From an optimization exercise on the open Yosys and OpenROAD flow, aimed at small area and a short achievable clock period; shortcuts taken in it are not production practice. Function was checked by simulation only, so behaviour that the tests miss may differ from the original. Power figures rest on the tool's default switching activity, not on a simulated workload.

==> flow/design.v (outline; a module is shown in full before it is edited, if it fits) <==
// module dse_debounce: 20 lines
// module dse_square: 250 lines
// module dse_mac: 696 lines
// module dse_var1: 327 lines
// module dse_core: 349 lines
module dse_core (
    input  wire        clk,
    input  wire        rst,             
    input  wire        fine,            
    input  wire        coarse,          
    input  wire        sec,             
    input  wire        btnA_n,          
    input  wire        btnB_n,          
    input  wire        srst,            
    input  wire        bus_evt,         
    input  wire        bus_nack,
    input  wire        bus_data_ready,  
    input  wire        bus_stop,        
    input  wire [7:0]  bus_rdata,
    output wire [1:0]  mode_o,
    output wire        disp_req,
    output wire [4:0]  hours_o,
    output wire [5:0]  minutes_o,
    output wire [5:0]  seconds_o,
    output wire [15:0] avg_temp,
    output wire        avg_valid,
    output wire        sensor_fault,
    output wire [3:0]  sensor_state,
    output wire        cmd_valid,
    output wire [2:0]  cmd_kind,
    output wire [6:0]  cmd_addr,
    output wire [7:0]  cmd_data
);
  // ...
==> flow/run.sh <==
#!/bin/bash
# synth_recipe.tcl (not shown) runs the flow's synth.tcl, then flattens the netlist and writes it again
# the make line also repeats each setting of config.mk as NAME=value (left out here)
make -C /OpenROAD-flow-scripts/flow DESIGN_CONFIG=/design/flow/config.mk WORK_HOME=/design/flow/orfs CLKGATE_MAP_FILE= SYNTH_SCRIPT=/design/flow/synth_recipe.tcl finish
==> flow/config.mk <==
export PLATFORM = sky130hd
export DESIGN_NAME = dse_core
export DESIGN_NICKNAME = dse_core
export VERILOG_FILES = /design/flow/design.v
export SDC_FILE = /design/flow/constraint.sdc
export NUM_CORES = 4
export LEC_CHECK = 0
export CAP_MARGIN = 20
export CORE_MARGIN = 2
export CORE_UTILIZATION = 40
export SLEW_MARGIN = 20
==> flow/constraint.sdc <==
create_clock -name core_clock -period 45.0 [get_ports {clk}]
set_input_delay 9.0000 -clock core_clock [delete_from_list [all_inputs] [get_ports {clk}]]
set_output_delay 9.0000 -clock core_clock [all_outputs]
set_load 0.01 [all_outputs]
==> results by group, run 1 <==
Run status
  • Outcome: timing/DRC/antenna clean

Cells and area
  • Multi-input comb cells: 2845
  • Post-route cell area: 39700 sq um
  • Max FFs per register: 34
  • Clock-cell share: 0.0275
  • Buffer share of cell area: 0.0294
  • Inverters: 686

STA
  • Worst hold margin: 473 ps
  • Slew margin rel.: 0.206

Worst setup path
  • R2r worst-path depth: between 40 and 50
  • Critical Path AT: 21520 ps
  • Crit path capture: ab_q[19]

Logic synthesis
  • Async S/R FF share, synth: 0
  • Synth unique cells: 115
  • Top-area cell type share of the netlist area: 0.287
  • Simple-gate share of the synthesized area: 0.166

Floorplan
  • Total die area: 93900 sq um
  • Initial core utilization: 0.405
  • Die Ht: 307 um

Clock tree
  • Clock latency at the later pin of the worst-skew pair: 580 ps
  • Clock Tree Buf Depth: 3
  • Number of clock sinks: 277
  • Post-CTS Setup Inserts: 0

Power and ir drop
  • Flop pwr share: 0.243
  • Clock power share: 0.213

Detailed routing
  • Met2 wire len: 45.9 mm

GRT
  • Gr ovfl total: 0

Placement
  • DP Worst Slack: 23250 ps
==> module dse_core, before the edit <==
module dse_core (
    input  wire        clk,
    input  wire        rst,             
    input  wire        fine,            
    input  wire        coarse,          
    input  wire        sec,             
    input  wire        btnA_n,          
    input  wire        btnB_n,          
    input  wire        srst,            
    input  wire        bus_evt,         
    input  wire        bus_nack,
    input  wire        bus_data_ready,  
    input  wire        bus_stop,        
    input  wire [7:0]  bus_rdata,
    output wire [1:0]  mode_o,
    output wire        disp_req,
    output wire [4:0]  hours_o,
    output wire [5:0]  minutes_o,
    output wire [5:0]  seconds_o,
    output wire [15:0] avg_temp,
    output wire        avg_valid,
    output wire        sensor_fault,
    output wire [3:0]  sensor_state,
    output wire        cmd_valid,
    output wire [2:0]  cmd_kind,
    output wire [6:0]  cmd_addr,
    output wire [7:0]  cmd_data
);
    localparam [6:0]   SLAVE_ADDR      = 7'h76;
    localparam [7:0]   REG_CALIB       = 8'h88;
    localparam [7:0]   REG_CTRL_MEAS   = 8'hF4;
    localparam [7:0]   CTRL_MEAS_VALUE = 8'h21;
    localparam [7:0]   REG_STATUS      = 8'hF3;
    localparam [7:0]   REG_TEMP        = 8'hFA;
    localparam integer IDLE_TIMEOUT    = 300;
    localparam [1:0] M_TEMP = 2'd0, M_CLOCK = 2'd1, M_EHOUR = 2'd2, M_EMIN = 2'd3;
    localparam [3:0] PS_READ_CAL   = 4'd0,
                     PS_WRITE_CAL  = 4'd1,
                     PS_CFG_DONE   = 4'd2,
                     PS_STAT_CFG   = 4'd3,
                     PS_STATUS     = 4'd4,
                     PS_WAIT_MEAS  = 4'd5,
                     PS_START_READ = 4'd6,
                     PS_READING    = 4'd7,
                     PS_ERROR      = 4'd8;
    localparam [2:0] K_SEND_SINGLE = 3'b000,
                     K_SEND_START  = 3'b001,
                     K_SEND_FINISH = 3'b011,
                     K_RECV_SINGLE = 3'b100,
                     K_RECV_START  = 3'b101,
                     K_RECV_CONT   = 3'b110,
                     K_RECV_FINISH = 3'b111;
    wire       doneA, doneB;
    wire [8:0] durA;
    wire [5:0] durB;
    dse_debounce #(.W(9)) u_dbA (
        .clk(clk), .rst(rst), .fine(fine), .pin_n(btnA_n), .done(doneA), .dur(durA));
    dse_debounce #(.W(6)) u_dbB (
        .clk(clk), .rst(rst), .fine(fine), .pin_n(btnB_n), .done(doneB), .dur(durB));
    reg [1:0] mode;
    reg [8:0] idle_cnt;
    wire durA_1_50    = (durA <= 9'd50);      
    wire durA_1_90    = (durA <= 9'd90);
    wire durA_100_300 = (durA >= 9'd100) && (durA <= 9'd300);
    always @(posedge clk) begin
        if (rst) begin
            mode     <= M_TEMP;
            idle_cnt <= 9'd0;
        end else if (fine) begin
            if (mode == M_CLOCK) begin
                if (idle_cnt == IDLE_TIMEOUT - 1) begin
                    mode     <= M_TEMP;
                    idle_cnt <= 9'd0;
                end else begin
                    idle_cnt <= idle_cnt + 9'd1;
                end
            end else if (doneA) begin
                case (mode)
                    M_TEMP: begin
                        if (durA_1_90)         mode <= M_CLOCK;
                        else if (durA_100_300) mode <= M_EHOUR;
                    end
                    M_EHOUR: if (durA_1_50) mode <= M_EMIN;
                    M_EMIN:  if (durA_1_50) mode <= M_TEMP;
                    default: ;
                endcase
            end
        end
    end
    reg [4:0] hh;
    reg [5:0] mm, ss;
    reg [4:0] hh1;
    reg [5:0] mm1, ss1;
    always @(*) begin
        hh1 = hh; mm1 = mm; ss1 = ss;
        if (sec) begin
            if (ss == 6'd59) begin
                ss1 = 6'd0;
                if (mm == 6'd59) begin
                    mm1 = 6'd0;
                    hh1 = (hh == 5'd23) ? 5'd0 : hh + 5'd1;
                end else begin
                    mm1 = mm + 6'd1;
                end
            end else begin
                ss1 = ss + 6'd1;
            end
        end
    end
    wire inc_b = doneB && (durB <= 6'd50);    
    always @(posedge clk) begin
        if (rst) begin
            hh <= 5'd0;
            mm <= 6'd0;
            ss <= 6'd0;
        end else begin
            hh <= hh1;
            mm <= mm1;
            ss <= ss1;
            if (inc_b && mode == M_EHOUR)
                hh <= (hh1 == 5'd23) ? 5'd0 : hh1 + 5'd1;
            if (inc_b && mode == M_EMIN)
                mm <= (mm1 == 6'd59) ? 6'd0 : mm1 + 6'd1;
        end
    end
    reg  [3:0]  ps;
    reg  [2:0]  byte_idx;
    reg         burst;         
    reg  [7:0]  raw_msb;
    reg  [15:0] cal_t1;
    reg  [15:0] cal_t2;
    reg  [15:0] cal_t3;
    reg         cal_valid;
    reg         cmd_v;
    reg  [2:0]  cmd_k;
    reg  [7:0]  cmd_d;
    wire ps_waiting = (ps == PS_WRITE_CAL) || (ps == PS_STAT_CFG) || (ps == PS_STATUS) ||
                      (ps == PS_WAIT_MEAS) || (ps == PS_START_READ) || (ps == PS_READING);
    wire ps_idle    = (ps == PS_READ_CAL) || (ps == PS_CFG_DONE);
    wire ev_srst   = srst;
    wire ev_nack   = !srst && bus_evt && bus_nack && (ps != PS_ERROR);
    wire ev_bus    = !srst && bus_evt && !bus_nack && ps_waiting;
    wire ev_coarse = coarse && ps_idle;    
    wire status_ready = bus_rdata[0];
    wire sample_valid = ev_bus && (ps == PS_READING) && byte_idx[0];
    always @(posedge clk) begin
        if (rst) begin
            ps        <= PS_READ_CAL;
            byte_idx  <= 3'd0;
            burst     <= 1'b0;
            cal_valid <= 1'b0;
            cmd_v     <= 1'b0;
            cmd_k     <= 3'd0;
            cmd_d     <= 8'd0;
        end else begin
            cmd_v <= 1'b0;
            cmd_k <= 3'd0;
            cmd_d <= 8'd0;
            if (ev_srst) begin
                ps       <= cal_valid ? PS_CFG_DONE : PS_READ_CAL;
                byte_idx <= 3'd0;
                burst    <= 1'b0;
            end else if (ev_nack) begin
                ps <= PS_ERROR;
            end else if (ev_bus) begin
                case (ps)
                    PS_WRITE_CAL: begin
                        if (!burst) begin
                            cmd_v <= 1'b1; cmd_k <= K_RECV_START;
                            burst <= 1'b1;
                        end else begin
                            case (byte_idx)
                                3'd0: cal_t1[7:0]  <= bus_rdata;
                                3'd1: cal_t1[15:8] <= bus_rdata;
                                3'd2: cal_t2[7:0]  <= bus_rdata;
                                3'd3: cal_t2[15:8] <= bus_rdata;
                                3'd4: cal_t3[7:0]  <= bus_rdata;
                                default: cal_t3[15:8] <= bus_rdata;
                            endcase
                            if (byte_idx == 3'd5) begin
                                cal_valid <= 1'b1;
                                ps        <= PS_CFG_DONE;
                                byte_idx  <= 3'd0;
                                burst     <= 1'b0;
                            end else begin
                                byte_idx <= byte_idx + 3'd1;
                                cmd_v <= 1'b1;
                                cmd_k <= (byte_idx == 3'd4) ? K_RECV_FINISH : K_RECV_CONT;
                            end
                        end
                    end
                    PS_STAT_CFG: begin
                        cmd_v <= 1'b1; cmd_k <= K_SEND_FINISH; cmd_d <= CTRL_MEAS_VALUE;
                        ps <= PS_STATUS;
                    end
                    PS_STATUS: begin
                        cmd_v <= 1'b1; cmd_k <= K_SEND_SINGLE; cmd_d <= REG_STATUS;
                        ps <= PS_WAIT_MEAS;
                        burst <= 1'b0;
                    end
                    PS_WAIT_MEAS: begin
                        if (!burst) begin
                            cmd_v <= 1'b1; cmd_k <= K_RECV_SINGLE;
                            burst <= 1'b1;
                        end else if (status_ready) begin
                            cmd_v <= 1'b1; cmd_k <= K_SEND_SINGLE; cmd_d <= REG_TEMP;
                            ps <= PS_START_READ;
                            burst <= 1'b0;
                        end else begin
                            cmd_v <= 1'b1; cmd_k <= K_SEND_SINGLE; cmd_d <= REG_STATUS;
                            burst <= 1'b0;
                        end
                    end
                    PS_START_READ: begin
                        cmd_v <= 1'b1; cmd_k <= K_RECV_START;
                        ps <= PS_READING;
                        byte_idx <= 3'd0;
                        burst    <= 1'b1;
                    end
                    PS_READING: begin
                        if (!byte_idx[0]) begin
                            raw_msb <= bus_rdata;
                            cmd_v <= 1'b1; cmd_k <= K_RECV_FINISH;
                            byte_idx <= 3'd1;
                        end else begin
                            ps       <= PS_CFG_DONE;
                            byte_idx <= 3'd0;
                            burst    <= 1'b0;
                        end
                    end
                    default: ;
                endcase
            end else if (ev_coarse) begin
                if (ps == PS_READ_CAL) begin
                    cmd_v <= 1'b1; cmd_k <= K_SEND_SINGLE; cmd_d <= REG_CALIB;
                    ps <= PS_WRITE_CAL;
                end else begin
                    cmd_v <= 1'b1; cmd_k <= K_SEND_START; cmd_d <= REG_CTRL_MEAS;
                    ps <= PS_STAT_CFG;
                end
                byte_idx <= 3'd0;
                burst    <= 1'b0;
            end
        end
    end
    reg        [33:0] aa_q, ab_q;  
    reg        [23:0] wa_q, wb_q;   
    reg               wc_q;
    reg               pend;        
    reg               pub;         
    reg        [3:0]  count;
    reg signed [15:0] q;
    reg        [3:0]  r;
    reg        [15:0] avg_hold;
    reg               avg_v;
    wire ph1 = byte_idx[0];        
    wire [7:0]  d_hi = ph1 ? raw_msb   : bus_rdata;
    wire [7:0]  d_lo = ph1 ? bus_rdata : 8'd0;
    wire [16:0] dgen = {1'b0, d_hi, d_lo} - {1'b0, cal_t1};
    wire [31:0] sqa, sqb;
    dse_square u_sq (.d(dgen), .sa(sqa), .sb(sqb));
    wire [31:0] sq = sqa + sqb;
    wire [33:0] va, vb;
    dse_var1 u_v1 (.a(aa_q), .a2(ab_q), .b(bus_rdata), .t(cal_t2), .va(va), .vb(vb));
    wire [10:0] vlo = {1'b0, va[9:0]} + {1'b0, vb[9:0]};
    wire [20:0] mx = ph1 ? {1'b0, sq[31:12]} : {{4{dgen[16]}}, dgen};
    wire [15:0] my = ph1 ? cal_t3 : cal_t2;
    wire [37:0] za = ph1 ? {va[33:10], 14'd0} : {{3{q[15]}}, q, 19'd0};
    wire [37:0] zb = ph1 ? {vb[33:10], 14'd0} : 38'd0;
    wire        zc = ph1 & vlo[10];
    wire [37:0] pa, pb;
    dse_mac u_mac (.x(mx), .y(my), .za(za), .zb(zb), .zc(zc), .pa(pa), .pb(pb));
    wire [14:0] wlo = {1'b0, pa[13:0]} + {1'b0, pb[13:0]};
    always @(posedge clk) begin
        if (ev_bus && ps == PS_READING && !byte_idx[0])
        begin
            aa_q <= pa[33:0];
            ab_q <= pb[33:0];
        end
        if (sample_valid) begin
            wa_q <= pa[37:14];
            wb_q <= pb[37:14];
            wc_q <= wlo[14];
        end
    end
    wire signed [23:0] tfq  = wa_q + wb_q + wc_q;
    wire signed [15:0] aq   = {tfq[23], tfq[23:9]};  
    wire        [8:0]  tb   = tfq[8:0];             
    wire        [11:0] t5   = {tb, 2'b00} + tb + 12'd128;
    wire        [3:0]  h    = t5[11:8];            
    wire        [4:0]  g    = r + h;
    wire               e0   = (g >= 5'd10);
    wire        [3:0]  rn   = e0 ? g - 5'd10 : g[3:0];
    wire signed [15:0] fq   = aq + e0;             
    wire signed [15:0] avg_u = fq + ((fq < 0) && (rn != 4'd0));
    wire signed [24:0] q512 = {q, 9'd0};
    wire               c_lo = (tfq < q512 - 25'sd204825);
    wire               c_hi = (tfq > q512 + 25'sd435225);
    wire signed [15:0] q_lo = q - 16'sd400;
    wire signed [15:0] q_hi = q + 16'sd850;
    wire signed [15:0] avg_lo = q_lo + ((q_lo < 0) && (r != 4'd0));
    wire signed [15:0] avg_hi = q_hi + ((q_hi < 0) && (r != 4'd0));
    wire        [15:0] avg_c = c_lo ? avg_lo : c_hi ? avg_hi : avg_u;
    always @(posedge clk) begin
        if (rst) begin
            pend     <= 1'b0;
            pub      <= 1'b0;
            count    <= 4'd0;
            q        <= 16'sd0;
            r        <= 4'd0;
            avg_hold <= 16'd0;
            avg_v    <= 1'b0;
        end else begin
            pend <= sample_valid;
            if (sample_valid) begin
                pub  <= (count == 4'd9);
                if (count == 4'd9) begin
                    avg_v <= 1'b1;
                    count <= 4'd0;
                end else begin
                    count <= count + 4'd1;
                end
            end
            if (pend) begin
                if (pub) begin
                    q        <= 16'sd0;
                    r        <= 4'd0;
                    avg_hold <= avg_c;
                end else begin
                    q <= c_lo ? q_lo : c_hi ? q_hi : fq;
                    r <= (c_lo || c_hi) ? r : rn;
                end
            end
        end
    end
    assign mode_o       = mode;
    assign disp_req     = (mode != M_TEMP);
    assign hours_o      = hh;
    assign minutes_o    = mm;
    assign seconds_o    = ss;
    assign avg_temp     = (pend && pub) ? avg_c : avg_hold;
    assign avg_valid    = avg_v;
    assign sensor_fault = (ps == PS_ERROR);
    assign sensor_state = ps;
    assign cmd_valid    = cmd_v;
    assign cmd_kind     = cmd_k;
    assign cmd_addr     = cmd_v ? SLAVE_ADDR : 7'd0;
    assign cmd_data     = cmd_d;
endmodule
==> inputs of run 2 (changes only) <==
--- a/flow/design.v
+++ b/flow/design.v
@@ -1542,14 +1542,18 @@
     reg               pend;        
     reg               pub;         
     reg        [3:0]  count;
-    reg signed [15:0] q;
+    reg signed [13:0] q;
     reg        [3:0]  r;
     reg        [15:0] avg_hold;
     reg               avg_v;
     wire ph1 = byte_idx[0];        
-    wire [7:0]  d_hi = ph1 ? raw_msb   : bus_rdata;
     wire [7:0]  d_lo = ph1 ? bus_rdata : 8'd0;
-    wire [16:0] dgen = {1'b0, d_hi, d_lo} - {1'b0, cal_t1};
+    wire [8:0]  lo9  = {1'b0, d_lo} - {1'b0, cal_t1[7:0]};
+    wire [8:0]  hr0  = {1'b0, raw_msb} - {1'b0, cal_t1[15:8]};
+    wire [8:0]  hr1  = hr0 - 9'd1;
+    wire [8:0]  hk   = {1'b0, bus_rdata} - {1'b0, cal_t1[15:8]} - {8'd0, |cal_t1[7:0]};
+    wire [8:0]  hi9  = ph1 ? (lo9[8] ? hr1 : hr0) : hk;
+    wire [16:0] dgen = {hi9, lo9[7:0]};
     wire [31:0] sqa, sqb;
     dse_square u_sq (.d(dgen), .sa(sqa), .sb(sqb));
     wire [31:0] sq = sqa + sqb;
@@ -1558,7 +1562,7 @@
     wire [10:0] vlo = {1'b0, va[9:0]} + {1'b0, vb[9:0]};
     wire [20:0] mx = ph1 ? {1'b0, sq[31:12]} : {{4{dgen[16]}}, dgen};
     wire [15:0] my = ph1 ? cal_t3 : cal_t2;
-    wire [37:0] za = ph1 ? {va[33:10], 14'd0} : {{3{q[15]}}, q, 19'd0};
+    wire [37:0] za = ph1 ? {va[33:10], 14'd0} : 38'd0;
     wire [37:0] zb = ph1 ? {vb[33:10], 14'd0} : 38'd0;
     wire        zc = ph1 & vlo[10];
     wire [37:0] pa, pb;
@@ -1570,36 +1574,29 @@
             aa_q <= pa[33:0];
             ab_q <= pb[33:0];
         end
-        if (sample_valid) begin
-            wa_q <= pa[37:14];
-            wb_q <= pb[37:14];
-            wc_q <= wlo[14];
-        end
+        wa_q <= pa[37:14];
+        wb_q <= pb[37:14];
+        wc_q <= wlo[14];
     end
-    wire signed [23:0] tfq  = wa_q + wb_q + wc_q;
-    wire signed [15:0] aq   = {tfq[23], tfq[23:9]};  
-    wire        [8:0]  tb   = tfq[8:0];             
-    wire        [11:0] t5   = {tb, 2'b00} + tb + 12'd128;
-    wire        [3:0]  h    = t5[11:8];            
-    wire        [4:0]  g    = r + h;
-    wire               e0   = (g >= 5'd10);
-    wire        [3:0]  rn   = e0 ? g - 5'd10 : g[3:0];
-    wire signed [15:0] fq   = aq + e0;             
-    wire signed [15:0] avg_u = fq + ((fq < 0) && (rn != 4'd0));
-    wire signed [24:0] q512 = {q, 9'd0};
-    wire               c_lo = (tfq < q512 - 25'sd204825);
-    wire               c_hi = (tfq > q512 + 25'sd435225);
-    wire signed [15:0] q_lo = q - 16'sd400;
-    wire signed [15:0] q_hi = q + 16'sd850;
-    wire signed [15:0] avg_lo = q_lo + ((q_lo < 0) && (r != 4'd0));
-    wire signed [15:0] avg_hi = q_hi + ((q_hi < 0) && (r != 4'd0));
-    wire        [15:0] avg_c = c_lo ? avg_lo : c_hi ? avg_hi : avg_u;
+    wire signed [23:0] tf    = wa_q + wb_q + wc_q;
+    wire               c_lo  = (tf < -24'sd204825);
+    wire               c_hi  = (tf >  24'sd435225);
+    wire        [8:0]  b9    = tf[8:0];
+    wire        [11:0] t5    = {b9, 2'b00} + b9 + 12'd128;
+    wire        [3:0]  h     = (c_lo || c_hi) ? 4'd0 : t5[11:8];
+    wire signed [10:0] a_sel = c_lo ? -11'sd400 : c_hi ? 11'sd850 : tf[19:9];
+    wire        [4:0]  g     = r + h;
+    wire               e0    = (g >= 5'd10);
+    wire        [3:0]  rn    = e0 ? g - 5'd10 : g[3:0];
+    wire signed [1:0]  e0s   = {1'b0, e0};
+    wire signed [15:0] fq    = q + a_sel + e0s;       
+    wire signed [15:0] avg_c = fq + ((fq < 0) && (rn != 4'd0));
     always @(posedge clk) begin
         if (rst) begin
             pend     <= 1'b0;
             pub      <= 1'b0;
             count    <= 4'd0;
-            q        <= 16'sd0;
+            q        <= 14'sd0;
             r        <= 4'd0;
             avg_hold <= 16'd0;
             avg_v    <= 1'b0;
@@ -1616,12 +1613,12 @@
             end
             if (pend) begin
                 if (pub) begin
-                    q        <= 16'sd0;
+                    q        <= 14'sd0;
                     r        <= 4'd0;
                     avg_hold <= avg_c;
                 end else begin
-                    q <= c_lo ? q_lo : c_hi ? q_hi : fq;
-                    r <= (c_lo || c_hi) ? r : rn;
+                    q <= fq[13:0];
+                    r <= rn;
                 end
             end
         end
--- a/flow/config.mk
+++ b/flow/config.mk
@@ -7,5 +7,5 @@
 export LEC_CHECK = 0
 export CAP_MARGIN = 20
 export CORE_MARGIN = 2
-export CORE_UTILIZATION = 40
+export CORE_UTILIZATION = 60
 export SLEW_MARGIN = 20
==> results by group, run 2 <==
Clock tree
  • Cts repair resizes: 0
  • Clock Tree Buf Depth: 3 (unchanged)
  • Clock latency at the later pin of the worst-skew pair: 590 ps (about the same)
  • Root Buffer: clkbuf_16
  • Clock H-tree levels: 2
  • CTS Hold Bufs: 0
  • Clock transition at path regs: 60 ps
  • Number of clock sinks: 275 (-0.72%)
  • TritonCTS Buffers: 35
  • CTS tree: built
  • Post-CTS Setup Inserts: 0 (unchanged)

STA
  • Slew @ Worst Pin: 1200 ps
  • Period utilization: 0.508
  • Max Clk Rate: about 44 MHz
  • Setup TNS: 0 ps
  • Max-slew violations: 0
  • Layout Skew: 40.3 ps
  • Setup Viol. Count Final: 0
  • Worst hold margin: 459 ps (-13.6 ps)
  • Hold Violations, Final: 0
  • Slew margin rel.: 0.181 (-0.0249)
  • RSZ-0062 raised after global routing: no
  • Min Tclk post-route: 22860 ps

Placement
  • Final RePlAce weighted congestion: between 0.9 and 1
  • Placed inst area: 35400 sq um
  • Buffers on Ports: 76
  • Hpwl dp: between 70 and 80 mm

Hold path
  • Worst Hold Class: flip-flop to flip-flop

Logic synthesis
  • Dominant cells by area after synthesis: fa_1, edfxtp_1, dfxtp_1
  • Synth Warn #: 3
  • Synth unique cells: 84 (-27%)
  • Mapped Area: approximately 34000 sq um
  • Mux cell area share after synthesis: 0.00819
  • Fraction of the yosys area taken by sequential cells: 0.199
  • Synth area leader: fa_1
  • Syn_area_per_cell: 9.14 sq um
  • Post-Synth Adder-Cell Area: 0.404
  • Top-area cell type share of the netlist area: 0.314 (+0.0273)
  • Synth Area in XOR/XNOR: 0.0356
  • Post-synth top cells: inv_1, fa_1, nor2_1
  • Simple-gate share of the synthesized area: 0.158 (-0.00860)
  • Top-count cell post-synth: inv_1
  • EDFF count, synth: 122
  • Yosys reg bits: between 200 and 300
  • Dominant synthesized flop cell: dfxtp_1
  • Post-Synthesis Cells: 3690
  • Largest family of logic cells by synthesized area: adder cells
  • Synth Area in Compound Gates: 0.102
  • Async S/R FF share, synth: 0 (unchanged)

Floorplan
  • Num rows: 86
  • Die Wd: 241 um
  • Total die area: 58200 sq um (-38%)
  • Io pins: 81
  • Core area: 55300 sq um
  • Die Ht: 241 um (-21%)
  • Initial core utilization: 0.610 (+0.205)

GRT
  • Antenna violations before repair: 2
  • Total track usage: 0.346
  • Gr ovfl total: 0 (unchanged)
  • Pin count of the biggest net entering global routing: 75
  • Vias in the first global route: 27200
  • First-pass GRT wire length: 152 mm

Power and ir drop
  • Clock power share: 0.136 (-0.077)
  • Switching power total: 0.00116 W
  • P_leak: 16.9 nW
  • Peak supply drop: 0.000129 V
  • Power Density: 62.5 nW/um^2
  • Internal power: 0.00113 W
  • Comb power frac: 0.721
  • Net Sw Frac: 0.507
  • Flop pwr share: 0.143 (-0.100)

Worst setup path
  • Slowest CP cell: xor2_1
  • Most frequent CP cell: fa_1
  • Reg2Reg Setup Slack: 30820 ps
  • Max stage delay on crit path: 700 ps
  • Critical path peak fanout: 27
  • WP buf/inv: 12
  • Crit path launch type: input pin
  • CP Capture Type: flip-flop
  • Worst path required time: about 45000 ps
  • Crit Path Class: input pin to flip-flop
  • Critical Path AT: 23120 ps (+1600 ps)
  • Crit path max-delay family: adder cells

Cells and area
  • Max FFs per register: 34 (unchanged)
  • Most frequent cells in the layout: inv_1, fa_1, nor2_1
  • Most common cell after layout, fill and taps aside: inv_1
  • Layout cells sized above 1: 0.0471
  • Area Growth Syn to Fin: 8.65%
  • FILL cells: 4633
  • Biggest regs: aa_q (34), ab_q (32)
  • # nets final: 4521
  • Antenna Cells: 0
  • Biggest register: aa_q
  • Post-route cell area: 36700 sq um (-7.7%)

Detailed routing
  • WL final: 95.7 mm
  • Final ANT Viol Nets: 0
  • Post-DR vias/cell: ~5.8
  • DR iter-0 viols: between 2000 and 2500
  • Vias: 26200
  • 1st-pass router iterations: 6
  • Residual DRC: 0
  • WL/cell: 21.2 um

Run status
  • Outcome: timing/DRC/antenna clean

Run
  • Max Cap Viol: 0
[run 2: final cells by class]
class                   count  area [sq um]  area share
well taps                 748           936      0.0255
repair buffers            136          1210      0.0329
flip-flops and latches    275          6730       0.184
multi-input cells        2585         23900       0.652
clock buffers              39           932      0.0254
clock inverters            25           353     0.00962
inverters                 697          2620      0.0714
[run 2: path summary, 6_finish.rpt]
check                             startpoint      endpoint  depth (start not counted)
worst max register to register   byte_idx[0]      ab_q[21]                         41
worst min-delay path            avg_hold[15]  avg_hold[15]                          2
worst min register to register  avg_hold[15]  avg_hold[15]                          2
worst max-delay path            bus_rdata[0]      ab_q[21]                         42
[run 2: routing by layer]
layer | part of all wire | track usage | vias up
li1 | - | - | 11800
met1 | 0.41 | 0.468 | 12900
met2 | 0.45 | 0.543 | 1150
met3 | 0.099 | 0.0801 | 271
met4 | 0.043 | 0.133 | 4
met5 | 0.00055 | 0.00589 | -
[run 2: kinds of logic after synthesis]
family,Yosys count
buffers and inverters,831
other,1
adders and majority gates,771
AOI/OAI and AO/OA,522
muxes,27
DFF,275
xor gates and xnor gates,137
and+or+nand+nor,1126
[run 2: per-stage QoR]
| stage | util | worst slack (ps) | power [W] | std cells |
|---|---|---|---|---|
| 2_1_floorplan | - | 24460 | 0.00144 | 3691 |
| 3_3_place_gp | 0.639 | 22050 | 0.00191 | 4441 |
| 3_5_place_dp | 0.640 | 21720 | 0.00195 | 4441 |
| 4_1_cts | 0.663 | 22220 | 0.00228 | 4505 |
| 5_1_grt | 0.663 | 21480 | 0.00249 | 4505 |
| 6_report | 0.663 | 22140 | 0.00229 | 4505 |
[run 2: power by group through the flow]
stage / clock network [W] / registers, W / logic [W]
2_1_floorplan: 0 / 0.000329 / 0.00111
3_5_place_dp: 0 / 0.000333 / 0.00162
6_report: 0.000313 / 0.000327 / 0.00165
5_1_grt: 0.000327 / 0.000329 / 0.00183
3_3_place_gp: 0 / 0.000332 / 0.00158
4_1_cts: 0.000319 / 0.000328 / 0.00164
[run 2: worst min-delay path: stages, from the launching register on]
cell	delay, ps
dfxtp_1	300
nand2_1	60
a21oi_1	50
==> inputs of run 3 (changes only) <==
--- a/flow/config.mk
+++ b/flow/config.mk
@@ -7,5 +7,5 @@
 export LEC_CHECK = 0
 export CAP_MARGIN = 20
 export CORE_MARGIN = 2
-export CORE_UTILIZATION = 60
+export CORE_UTILIZATION = 40
 export SLEW_MARGIN = 20
==> results by group, run 3 <==
Run status
  • Outcome: timing/DRC/antenna clean

STA
  • Setup Viol. Count Final: 0 (unchanged)
  • Layout Skew: 43.4 ps (+3.10 ps)
  • Hold Violations, Final: 0 (unchanged)
  • RSZ-0062 raised after global routing: no
  • Slew margin rel.: 0.226 (+0.0445)
  • Period utilization: 0.511 (+0.00342)
  • Min Tclk post-route: 23020 ps (+154 ps)
  • Slew @ Worst Pin: 1160 ps (-42.9 ps)
  • Max-slew violations: 0 (unchanged)
  • Worst hold margin: 467 ps (+8.09 ps)
  • Setup TNS: 0 ps (unchanged)
  • Max Clk Rate: 43.4 MHz (-0.67%)

Cells and area
  • Reg area: 6730 sq um (unchanged)
  • Area of the multi-input gates: 23900 sq um (about the same)
  • Antenna Cells: 0 (unchanged)
  • Max FFs per register: 34 (unchanged)
  • Post-route cell area: 37000 sq um (+0.97%)
  • Most frequent cells in the layout: inv_1, fa_1, nor2_1
  • Layout cells sized above 1: 0.0465 (-0.000594)
  • Biggest register: aa_q
  • FILL cells: 8181 (+77%)
  • Area Growth Syn to Fin: 9.71%
  • # nets final: 4526 (+0.11%)
  • Biggest regs: aa_q (34), ab_q (32)
  • Most common cell after layout, fill and taps aside: inv_1

Logic synthesis
  • Synth area leader: fa_1
  • Post-synth top cells: inv_1, fa_1, nor2_1
  • Yosys reg bits: 275 (unchanged)
  • Post-Synthesis Cells: 3690 (unchanged)
  • Synth unique cells: 84 (unchanged)
  • Post-Synth Adder-Cell Area: 0.404 (unchanged)
  • Mux cell area share after synthesis: 0.00819 (unchanged)
  • Dominant cells by area after synthesis: fa_1, edfxtp_1, dfxtp_1
  • Largest family of logic cells by synthesized area: adder cells
  • Syn_area_per_cell: 9.14 sq um (unchanged)
  • Top-area cell type share of the netlist area: 0.314 (unchanged)
  • Fraction of the yosys area taken by sequential cells: 0.199 (unchanged)
  • Mapped Area: 33700 sq um (unchanged)
  • Dominant synthesized flop cell: dfxtp_1
  • EDFF count, synth: 122 (unchanged)
  • Simple-gate share of the synthesized area: 0.158 (unchanged)
  • Synth Warn #: 3 (unchanged)
  • Synth Area in XOR/XNOR: 0.0356 (unchanged)
  • Synth Area in Compound Gates: 0.102 (unchanged)
  • Async S/R FF share, synth: 0 (unchanged)
  • Top-count cell post-synth: inv_1

Power and ir drop
  • Power Density: 60.1 nW/um^2 (-3.8%)
  • Peak supply drop: 0.000100 V (-23%)
  • P_leak: 16.9 nW (-0.21%)

Clock tree
  • TritonCTS Buffers: 35 (unchanged)
  • Clock H-tree levels: 2 (unchanged)
  • Clock transition at path regs: 60 ps (about the same)
  • Clock latency at the later pin of the worst-skew pair: 580 ps (about the same)
  • Post-CTS Setup Inserts: 0 (unchanged)
  • CTS Hold Bufs: 0 (unchanged)
  • Clock Tree Buf Depth: 3 (unchanged)
  • Root Buffer: clkbuf_16
  • CTS tree: built
  • Number of clock sinks: 275 (unchanged)
  • Cts repair resizes: 0 (unchanged)

Detailed routing
  • DR iter-0 viols: 1940 (-9.6%)
  • 1st-pass router iterations: 6 (unchanged)
  • Vias: 25700 (-1.6%)
  • Final ANT Viol Nets: 0 (unchanged)
  • WL/cell: 19.5 um (-8.3%)
  • WL final: 94.3 mm (-1.5%)
  • Post-DR vias/cell: 5.31 (-8.5%)
  • Residual DRC: 0 (unchanged)

Worst setup path
  • Most frequent CP cell: fa_1
  • Crit path launch type: input pin
  • R2r worst-path depth: 40 (-2.4%)
  • CP Capture Type: flip-flop
  • Critical R2R Capture: ab_q[21]
  • Crit path max-delay family: adder cells
  • Worst path required time: 45270 ps (about the same)
  • Critical Path AT: 23290 ps (+170 ps)
  • Reg2reg start: byte_idx[0]
  • Max stage delay on crit path: 870 ps (+170 ps)
  • Critical path peak fanout: 20 (-26%)
  • WP buf/inv: 9 (-3)
  • Slowest CP cell: xor2_1
  • Reg2Reg Setup Slack: 30520 ps (-300 ps)
  • Crit Path Class: input pin to flip-flop

Floorplan
  • Total die area: 86700 sq um (+49%)
  • Die Ht: 294 um (+22%)
  • Initial core utilization: 0.404 (-0.206)
  • Io pins: 81 (unchanged)
  • Die Wd: 294 um (+22%)
  • Num rows: 106 (+23%)
  • Core area: 83600 sq um (+51%)

Placement
  • Placed inst area: 35800 sq um (+1.3%)
  • Buffers on Ports: 76 (unchanged)
  • Hpwl dp: 73.1 mm (-3.1%)
  • Final RePlAce weighted congestion: 0.969 (-1.2%)

Run
  • Max Cap Viol: 0 (unchanged)

GRT
  • Gr ovfl total: 0 (unchanged)
  • Total track usage: 0.225 (-0.121)
  • Vias in the first global route: 26500 (-2.6%)
  • Antenna violations before repair: 2 (unchanged)
  • First-pass GRT wire length: 151 mm (-0.89%)
  • Pin count of the biggest net entering global routing: 74 (-1.3%)

Hold path
  • Hold Path End: avg_hold[1]
  • Worst Hold Class: flip-flop to flip-flop
  • Hold Path Depth: 2 (unchanged)
  • Worst Min Path Start: avg_hold[1]
## run 3: cell counts after synthesis
No cell type changed its count.
## run 3: worst max-delay path by stage
stage | from | end | slack (ps) | cells after the start
6_report | bus_rdata[1] | ab_q[21] | 21980 | 40
5_1_grt | bus_rdata[1] | ab_q[21] | 21320 | 42
4_1_cts | bus_rdata[1] | ab_q[21] | 22180 | 42
3_5_place_dp | bus_rdata[1] | ab_q[21] | 21640 | 40
3_3_place_gp | bus_rdata[1] | ab_q[22] | 21700 | 39
2_1_floorplan | bus_rdata[0] | ab_q[21] | 24460 | 44
## run 3: through the flow
stage | cells | power, W | util | setup WS [ps]
after floorplan | 3691 | 0.00144 | - | 24460
after global placement | 4778 | 0.00190 | 0.429 | 21700
final | 4842 | 0.00223 | 0.443 | 21980
after detailed placement | 4778 | 0.00191 | 0.429 | 21640
after CTS | 4842 | 0.00222 | 0.443 | 22180
after global routing | 4842 | 0.00244 | 0.443 | 21320
## run 3: metal layers
metal  up-vias  track usage  part of all wire
li1      11800            -                 -
met1     12800        0.313              0.44
met2       969        0.357              0.45
met3       153       0.0383             0.082
met4         0       0.0672             0.030
met5         -            0                 0
## run 3: power by group
part / switching, W / internal [W] / total, W
Combinational: 0.000997 / 0.000613 / 0.00161
Sequential: 0.00000818 / 0.000318 / 0.000326
Clock: 0.000119 / 0.000171 / 0.000290
## run 3: worst reg2reg max path, delay by kind of cell, from the launching register on
family                   cells  cell delay [ps]
adder cells (fa/ha/maj)     13             6170
AO/OA/AOI/OAI                9             2980
AND/OR/NAND/NOR              8             2320
buffers and inverters        9             1380
XOR/XNOR                     1              870
flip-flops                   1              460
## run 3: logic make-up (layout without fill, tap and decap cells)
kind of cell | Yosys count | after routing
AOI/OAI and AO/OA | 522 | 522
other | 1 | 2
xor gates and xnor gates | 137 | 137
muxes | 27 | 27
adders and majority gates | 771 | 771
buffers and inverters | 831 | 902
DFF | 275 | 275
and+or+nand+nor | 1126 | 1126
## run 3: final cells by class
class | count | share of cell area
Tap cell | 1080 | 0.0365
Clock inverter | 15 | 0.00470
Inverter | 697 | 0.0707
Multi-Input combinational cell | 2585 | 0.645
Timing Repair Buffer | 141 | 0.0336
Sequential cell | 275 | 0.182
Clock buffer | 49 | 0.0273

## what the ideal ports hide
Ports are ideal in the flow. The routed layouts listed here were re-timed in OpenROAD. Step 1: set_driving_cell puts a clkbuf_16 on clk and a buf_2 on each other input, an assumption about the parent block. Step 2, shift: input delay + t, output delay - t, t = (earliest + latest rising clock arrival at the registers) / 2. This alone moves slack from input paths to output paths. a / b / c = ideal ports / drivers / drivers and shift; a / b = the first two.
| run | shift t [ns] | setup slack, ns | hold WS [ns] | worst data-port slew with drivers (ns) |
|---|---|---|---|---|
| run 1 | 0.629 | 23.765 / 23.804 / 23.176 | 0.473 / 0.473 / 0.473 | 0.04 |
| run 2 | 0.635 | 22.137 / 22.179 / 21.544 | 0.459 / 0.459 / 0.459 | 0.05 |
| run 3 | 0.621 | 21.983 / 22.026 / 21.405 | 0.467 / 0.467 / 0.467 | 0.04 |
After both steps setup and hold are still met in every run listed. For run 2, which loses most, drivers alone change the setup slack by +0.042 ns; drivers and shift together by -0.593 ns.
